Source: an optimization exercise on an open RTL-to-GDS flow (aim: small area). Production flows keep margins and buffers that such runs may drop. Function was checked by simulation only, so behaviour that the tests miss may differ from the original. Power is estimated from default activity; no workload was simulated.

Setup of P:
Design hlm_top, start of the top module:
module hlm_top (
    input  wire        clk,
    input  wire        rst,
    input  wire        cmd_valid,
    output wire        cmd_ready,
    input  wire [2:0]  cmd_len,
    input  wire [31:0] cmd_w0,
    input  wire [31:0] cmd_w1,
    input  wire [31:0] cmd_w2,
    input  wire [31:0] cmd_w3,
    input  wire [31:0] cmd_w4,
    output wire        rsp_valid,
    output wire [31:0] rsp_status,
    output wire [31:0] rsp_info,
    output wire [31:0] rsp_res,
    output wire        bus_req,
    output wire        bus_we,
    output wire [11:0] bus_addr,
    output wire [31:0] bus_wdata,
    input  wire        bus_ack,
    input  wire [31:0] bus_rdata,
    input  wire        bus_err,
    output wire        mdc,
    output wire        mdio_o,
    output wire        mdio_oe,
    input  wire        mdio_i
);
Size in the first run: about 650 cells after synthesis, ~98 flip-flops, about 350 I/O pins.
export LEC_CHECK = 0
export CAP_MARGIN = 20
export CORE_MARGIN = 2
export CORE_UTILIZATION = 45
export SLEW_MARGIN = 20
create_clock -name core_clock -period 6.0 [get_ports {clk}]
standard.sh (not shown) runs the stock make flow with config.mk's settings and CLKGATE_MAP_FILE= SYNTH_SCRIPT=/design/flow/synth_recipe.tcl, a recipe that flattens the netlist after the stock synthesis.
==> flow/flow/run.sh <==
#!/bin/bash
# The standard layout with these changes:
#  - synthesis maps with an area-oriented ABC script (flow/abc_area.script);
#    everything else in synthesis is ORFS's and the standard flow's own script, so the
#    registers are the standard synthesis's
#  - port buffers are buf_1 (every port still gets one)
#  - the clock tree uses clkbuf_8 and no dummy loads
#  - constant outputs share the single tie cell synthesis makes
# Each tool's full output goes to a log in this folder (and ORFS's own logs
# under orfs/logs).
set -euo pipefail
HERE=$(pwd)
export BUFFER_PORTS_ARGS="-buffer_cell sky130_fd_sc_hd__buf_1"
export CTS_ARGS="-sink_clustering_enable -repair_clock_nets -buf_list sky130_fd_sc_hd__clkbuf_8 -dont_use_dummy_load"
export SKIP_REPAIR_TIE_FANOUT=1
rm -rf scripts_area
cp -r "$FLOW_HOME/scripts" scripts_area
cp flow/abc_area.script scripts_area/abc_speed.script
bash standard.sh SCRIPTS_DIR="$HERE/scripts_area" synth > synth_make.log 2>&1
bash standard.sh > standard_make.log 2>&1
==> flow/flow/abc_area.script <==
&get -n
&st
&deepsyn -T 60
&dch -f
&nf -p -F 10 -A 10 -C 32 -R 1000
&put
P reached the end of the flow, and the finished layout is clean on the timing, DRC and antenna checks.
For Q, these inputs were changed with respect to P:
Settings: a change of CORE_UTILIZATION from 45 to 30.
-- flow/flow/run.sh --
<<< P, line 15
export SKIP_REPAIR_TIE_FANOUT=1
rm -rf scripts_area
>>> Q, line 15
export SKIP_REPAIR_TIE_FANOUT=1
export GPL_KEEP_OVERFLOW=0
rm -rf scripts_area
==> comparison <==
On wire length, the lower figure sits with P, not Q.
Net count reported at finish down 10 in Q wrt P
Sort Q and P by horizontal die dimension, descending, and Q comes first.
On worst-case setup margin in the final layout, Q does worse than P.
> inputs changed (Q -> R)
Settings: a change of SLEW_MARGIN from 20 to 0; a change of CAP_MARGIN from 20 to 0.
-- flow/flow/run.sh --
<<< Q, line 15
export SKIP_REPAIR_TIE_FANOUT=1
export GPL_KEEP_OVERFLOW=0
rm -rf scripts_area
>>> R, line 15
export SKIP_REPAIR_TIE_FANOUT=1
rm -rf scripts_area
==> comparison <==
- Re final area: R is 33 um2 down on Q.
- R vs Q, routing usage on met3 went down by 1.7 points.
- R gives more non-clock buffer count than Q did.
- Re post-synthesis instance area: no difference whatsoever between Q and R.
- Summary of the comparison: count of cells along the worst hold path is higher in R, relative to Q.
- Wire length: R higher than Q
- Comparing R against Q, there is no change at all in total of clock buffers placed in the layout.
- In R the initial antenna violation count turned out 3 higher than in Q.
- Placed cell count came out higher on R than on Q.
- Q and R ended up with roughly the same number of vias per cell after detailed routing.
What S does differently from R at the input level:
Settings: SLEW_MARGIN: 0 -> 20; CAP_MARGIN: 0 -> 20.
[summary]
Both conditions hold for S: the flow ran to the end and the final layout passed the timing, DRC and antenna checks.
Comparing R against S, there is no change at all in number of nets still failing antenna checks after routing.
From S to R, maximum number of pins on one net before global-route repair did not move at all.
R -> S: count of cell types in the netlist delta 0, exact match
Count of pins on the block boundary: R vs S identical
As far as wire length on met2 goes, R and S are indistinguishable; the numbers are identical.
As far as share of final-layout standard cells stronger than drive strength 1 goes, S and R are indistinguishable; the numbers are identical.
Diff R..S | timing-limited maximum frequency | unchanged
Comparing R against S, there is no change at all in clock tree buffer count of the final layout.
Re layout-stage area growth over the synthesis result: no difference whatsoever between S and R.

hlm_top, a different RTL version from the one above (not shown whole).
For scale: roughly 640 cells after synthesis, roughly 94 flip-flops, roughly 350 I/O pins, ~5600 µm² of cells after synthesis.
==> flow/config.mk <==
export PLATFORM = sky130hd
export DESIGN_NAME = hlm_top
export DESIGN_NICKNAME = hlm_top
export VERILOG_FILES = /design/flow/design.v
export SDC_FILE = /design/flow/constraint.sdc
export NUM_CORES = 4
export LEC_CHECK = 0
export CAP_MARGIN = 20
export CORE_MARGIN = 2
export CORE_UTILIZATION = 30
export SLEW_MARGIN = 20
==> flow/constraint.sdc <==
create_clock -name core_clock -period 6.0 [get_ports {clk}]
set_input_delay 1.2000 -clock core_clock [delete_from_list [all_inputs] [get_ports {clk}]]
set_output_delay 1.2000 -clock core_clock [all_outputs]
set_load 0.01 [all_outputs]
==> flow/flow/run.sh <==
#!/bin/bash
# The standard layout with these changes:
#  - synthesis maps with an area-oriented ABC script (flow/abc_area.script);
#    it is run with six seeds of ABC's deepsyn (SEED in the script) and the
#    smallest netlist is kept; everything else in synthesis is ORFS's and the standard flow's own script, so
#    the registers are the standard synthesis's
#  - port buffers are buf_1 (every port still gets one)
#  - the clock tree uses clkbuf_8 and no dummy loads
#  - constant outputs share the single tie cell synthesis makes
# Each tool's full output goes to a log in this folder (and ORFS's own logs
# under orfs/logs and try*/logs).
set -euo pipefail
HERE=$(pwd)
export BUFFER_PORTS_ARGS="-buffer_cell sky130_fd_sc_hd__buf_1"
export CTS_ARGS="-sink_clustering_enable -repair_clock_nets -buf_list sky130_fd_sc_hd__clkbuf_8 -dont_use_dummy_load"
export SKIP_REPAIR_TIE_FANOUT=1
SEEDS="1 2 3 4 5 6"
for s in $SEEDS; do
  rm -rf "scripts_s$s" "try$s"
  cp -r "$FLOW_HOME/scripts" "scripts_s$s"
  sed "s/SEED/$s/" flow/abc_area.script > "scripts_s$s/abc_speed.script"
  bash standard.sh SCRIPTS_DIR="$HERE/scripts_s$s" WORK_HOME="$HERE/try$s" synth > "synth_try$s.log" 2>&1 &
done
wait
best=""
besta=""
for s in $SEEDS; do
  rpt="try$s/reports/$FLOW_PLATFORM/hlm_top/base/synth_stat.txt"
  [[ -f "try$s/results/$FLOW_PLATFORM/hlm_top/base/1_synth.odb" && -f "$rpt" ]] || continue
  a=$(sed -n "s/.*Chip area for module.*: *\([0-9.]*\).*/\1/p" "$rpt" | tail -n 1)
  echo "seed $s: synthesis area $a" >> synth_choice.log
  if [[ -z "$best" ]] || awk -v a="$a" -v b="$besta" 'BEGIN{exit !(a < b)}'; then
    best=$s
    besta=$a
  fi
done
echo "kept seed $best" >> synth_choice.log
rm -rf orfs
cp -rp "try$best" orfs
bash standard.sh > standard_make.log 2>&1
==> flow/flow/abc_area.script <==
&get -n
&st
&deepsyn -T 50 -S SEED
&dch -f
&nf -p -F 20 -A 20 -C 32 -R 1000 -E 20
&put
==> next run, changes <==
==> flow/flow/run.sh (replaced) <==
#!/bin/bash
# The standard layout with these changes:
#  - synthesis maps with an area-oriented ABC script (flow/abc_area.script);
#    everything else in synthesis is ORFS's and the standard flow's own script, so the
#    registers are the standard synthesis's
#  - port buffers are buf_1 (every port still gets one)
#  - the clock tree uses clkbuf_8 and no dummy loads
#  - constant outputs share the single tie cell synthesis makes
# Each tool's full output goes to a log in this folder (and ORFS's own logs
# under orfs/logs).
set -euo pipefail
HERE=$(pwd)
export BUFFER_PORTS_ARGS="-buffer_cell sky130_fd_sc_hd__buf_1"
export CTS_ARGS="-sink_clustering_enable -repair_clock_nets -buf_list sky130_fd_sc_hd__clkbuf_8 -dont_use_dummy_load"
export SKIP_REPAIR_TIE_FANOUT=1
rm -rf scripts_area
cp -r "$FLOW_HOME/scripts" scripts_area
cp flow/abc_area.script scripts_area/abc_speed.script
bash standard.sh SCRIPTS_DIR="$HERE/scripts_area" synth > synth_make.log 2>&1
bash standard.sh > standard_make.log 2>&1
==> flow/flow/abc_area.script (replaced) <==
&get -n
&st
&deepsyn -T 60
&dch -f
&nf -p -F 10 -A 10 -C 32 -R 1000
&put
Wire length drops by 1.5%.
Cell count goes up by 2.9%.
Die area is higher by 2.1%.
Register-to-register slack gains 300 ps.
Power came out higher by 0.52%.
Synthesized cell count is higher by 5.0%.
First-iteration DRC count falls by 20%.
Global-route usage came out lower by 0.74 points.
==> next run, changes <==
--- a/flow/flow/run.sh
+++ b/flow/flow/run.sh
@@ -4,2 +4,3 @@
-#    everything else in synthesis is ORFS's and the standard flow's own script, so the
-#    registers are the standard synthesis's
+#    it is run with three seeds of ABC's deepsyn and the smallest netlist is
+#    kept; everything else in synthesis is ORFS's and the standard flow's own script, so
+#    the registers are the standard synthesis's
@@ -10 +11 @@
-# under orfs/logs).
+# under orfs/logs and try*/logs).
@@ -16,4 +17,23 @@
-rm -rf scripts_area
-cp -r "$FLOW_HOME/scripts" scripts_area
-cp flow/abc_area.script scripts_area/abc_speed.script
-bash standard.sh SCRIPTS_DIR="$HERE/scripts_area" synth > synth_make.log 2>&1
+SEEDS="1 2 3"
+for s in $SEEDS; do
+  rm -rf "scripts_s$s" "try$s"
+  cp -r "$FLOW_HOME/scripts" "scripts_s$s"
+  sed "s/^&deepsyn .*/\&deepsyn -T 50 -S $s/" flow/abc_area.script > "scripts_s$s/abc_speed.script"
+  bash standard.sh SCRIPTS_DIR="$HERE/scripts_s$s" WORK_HOME="$HERE/try$s" synth > "synth_try$s.log" 2>&1 &
+done
+wait
+best=""
+besta=""
+for s in $SEEDS; do
+  rpt="try$s/reports/$FLOW_PLATFORM/hlm_top/base/synth_stat.txt"
+  [[ -f "try$s/results/$FLOW_PLATFORM/hlm_top/base/1_synth.odb" && -f "$rpt" ]] || continue
+  a=$(sed -n "s/.*Chip area for module.*: *\([0-9.]*\).*/\1/p" "$rpt" | tail -n 1)
+  echo "seed $s: synthesis area $a" >> synth_choice.log
+  if [[ -z "$best" ]] || awk -v a="$a" -v b="$besta" 'BEGIN{exit !(a < b)}'; then
+    best=$s
+    besta=$a
+  fi
+done
+echo "kept seed $best" >> synth_choice.log
+rm -rf orfs
+cp -rp "try$best" orfs
The changed run completed with no timing, DRC or antenna violations.
Core utilization came out lower by 0.29 points.
Worst setup slack is better by 250 ps.
Die area came out lower by 0.52%.

## sierra
hlm_top, a different RTL version from the one above (not shown whole).
For scale: ~97 flip-flops, about 0.0057 mm^2 of cells after synthesis.
==> flow/design.v (excerpt) <==
module hlm_top (
    input  wire        clk,
    input  wire        rst,
    input  wire        cmd_valid,
    output wire        cmd_ready,
    input  wire [2:0]  cmd_len,
    input  wire [31:0] cmd_w0,
    input  wire [31:0] cmd_w1,
    input  wire [31:0] cmd_w2,
    input  wire [31:0] cmd_w3,
    input  wire [31:0] cmd_w4,
    output wire        rsp_valid,
    output wire [31:0] rsp_status,
    output wire [31:0] rsp_info,
    output wire [31:0] rsp_res,
    output wire        bus_req,
    output wire        bus_we,
    output wire [11:0] bus_addr,
    output wire [31:0] bus_wdata,
    input  wire        bus_ack,
    input  wire [31:0] bus_rdata,
    input  wire        bus_err,
    output wire        mdc,
    output wire        mdio_o,
    output wire        mdio_oe,
    input  wire        mdio_i
);
clock: 6.0 ns
lec_check: 0
cap_margin: 20
core_margin: 2
core_utilization: 30
slew_margin: 20
==> flow/flow/run.sh <==
#!/bin/bash
# The standard layout with these changes:
#  - synthesis maps with an area-oriented ABC script (flow/abc_area.script);
#    everything else in synthesis is ORFS's and the standard flow's own script, so the
#    registers are the standard synthesis's
#  - port buffers are buf_1 (every port still gets one)
#  - the clock tree uses clkbuf_8 and no dummy loads
#  - constant outputs share the single tie cell synthesis makes
# Each tool's full output goes to a log in this folder (and ORFS's own logs
# under orfs/logs).
set -euo pipefail
HERE=$(pwd)
export BUFFER_PORTS_ARGS="-buffer_cell sky130_fd_sc_hd__buf_1"
export CTS_ARGS="-sink_clustering_enable -repair_clock_nets -buf_list sky130_fd_sc_hd__clkbuf_16 -sink_clustering_size 30 -sink_clustering_max_diameter 120 -dont_use_dummy_load"
export SKIP_REPAIR_TIE_FANOUT=1
rm -rf scripts_area
cp -r "$FLOW_HOME/scripts" scripts_area
cp flow/abc_area.script scripts_area/abc_speed.script
bash standard.sh SCRIPTS_DIR="$HERE/scripts_area" synth > synth_make.log 2>&1
bash standard.sh > standard_make.log 2>&1
==> flow/flow/abc_area.script <==
&get -n
&st
&deepsyn -T 60
&dch -f
&nf -p -F 10 -A 10 -C 32 -R 1000
&put
The following lists how violet was set up differently from sierra:
diff --git a/flow/flow/run.sh b/flow/flow/run.sh
--- a/flow/flow/run.sh
+++ b/flow/flow/run.sh
@@ -14 +14 @@
-export CTS_ARGS="-sink_clustering_enable -repair_clock_nets -buf_list sky130_fd_sc_hd__clkbuf_16 -sink_clustering_size 30 -sink_clustering_max_diameter 120 -dont_use_dummy_load"
+export CTS_ARGS="-sink_clustering_enable -repair_clock_nets -buf_list sky130_fd_sc_hd__clkbuf_8 -dont_use_dummy_load"
==> comparison <==
Diff sierra -> violet: final critical-path share of the clock period essentially unchanged, average detailed-routed wire length per instance essentially unchanged, fraction of standard cell area in multi-input logic increased 0.63 points. The headroom to the max-slew limit in violet sits 1.2 points below the value recorded for sierra. In the tables for violet and sierra, relative area change from synthesis to final layout reads lower with violet. violet against sierra: utilization decreased 0.53 points; sequential share of layout area increased 0.46 points; area of the core essentially unchanged; total power draw decreased 0.00015 W. Filler cell count of violet exceeds that of sierra slightly.
#### Input delta (willow over violet)
diff --git a/flow/flow/run.sh b/flow/flow/run.sh
--- a/flow/flow/run.sh
+++ b/flow/flow/run.sh
@@ -8,0 +9 @@
+#  - after synthesis, repairs may not use buffers larger than buf_2
@@ -19,0 +21,2 @@
+# after synthesis, repairs buffer with the smaller buffers only
+export DONT_USE_CELLS="sky130_fd_sc_hd__buf_4 sky130_fd_sc_hd__buf_6 sky130_fd_sc_hd__buf_8 sky130_fd_sc_hd__buf_12 sky130_fd_sc_hd__buf_16"
--- outcome ---
willow went all the way through synthesis, placement and routing and the layout is clean on timing, DRC and antenna.
violet -> willow: routed wire length flat
willow -> violet: share of power burned in combinational logic flat
From violet to willow, area occupied by registers did not move at all.
Final-report setup violation count came out exactly the same in willow and violet.

-- re-timing with driven ports --
The flow's constraints put no driver on any port. The routed layouts listed below were extracted and timed again, unchanged, in two steps. Step 1 sets driving cells, clkbuf_16 on the clock port and buf_2 on the other inputs (assumed; they add their load-dependent delay and slew). Step 2 adds t to the input delays and takes it off the output delays; t is the mean of the earliest and latest rising clock arrival at the registers after step 1. Input paths then give back, and output paths get back, about the clock's delay inside the block. Three values: no drivers, after step 1, after step 2; two values: the first two.
run	t, ns	setup WS [ns]	hold WS [ns]	clock arrival spread, ns	worst slew at a driven data input, ns
P	0.408	1.686 / 1.701 / 1.293	0.466 / 0.466 / 0.466	0.023 / 0.024	0.10
Q	0.417	0.922 / 0.935 / 0.518	0.470 / 0.470 / 0.470	0.018 / 0.018	0.08
R	0.419	1.470 / 1.489 / 1.070	0.471 / 0.471 / 0.471	0.025 / 0.024	0.09
S	0.419	1.470 / 1.489 / 1.070	0.471 / 0.471 / 0.471	0.025 / 0.024	0.09
the first run of note 2	0.427	1.622 / 1.649 / 1.221	0.484 / 0.484 / 0.484	0.025 / 0.025	0.07
the second run of note 2	0.424	1.216 / 1.192 / 0.767	0.467 / 0.467 / 0.467	0.035 / 0.035	0.07
the third run of note 2	0.406	1.465 / 1.478 / 1.072	0.487 / 0.487 / 0.487	0.041 / 0.041	0.09
sierra	0.390	1.053 / 1.061 / 0.671	0.458 / 0.458 / 0.458	0.016 / 0.016	0.07
violet	0.417	1.052 / 1.058 / 0.641	0.447 / 0.447 / 0.447	0.028 / 0.027	0.07
willow	0.417	1.052 / 1.058 / 0.641	0.447 / 0.447 / 0.447	0.028 / 0.027	0.07
After both steps setup and hold are still met in every run listed. For the second run of note 2, which loses most, drivers alone change the setup slack by -0.024 ns; drivers and shift together by -0.449 ns.
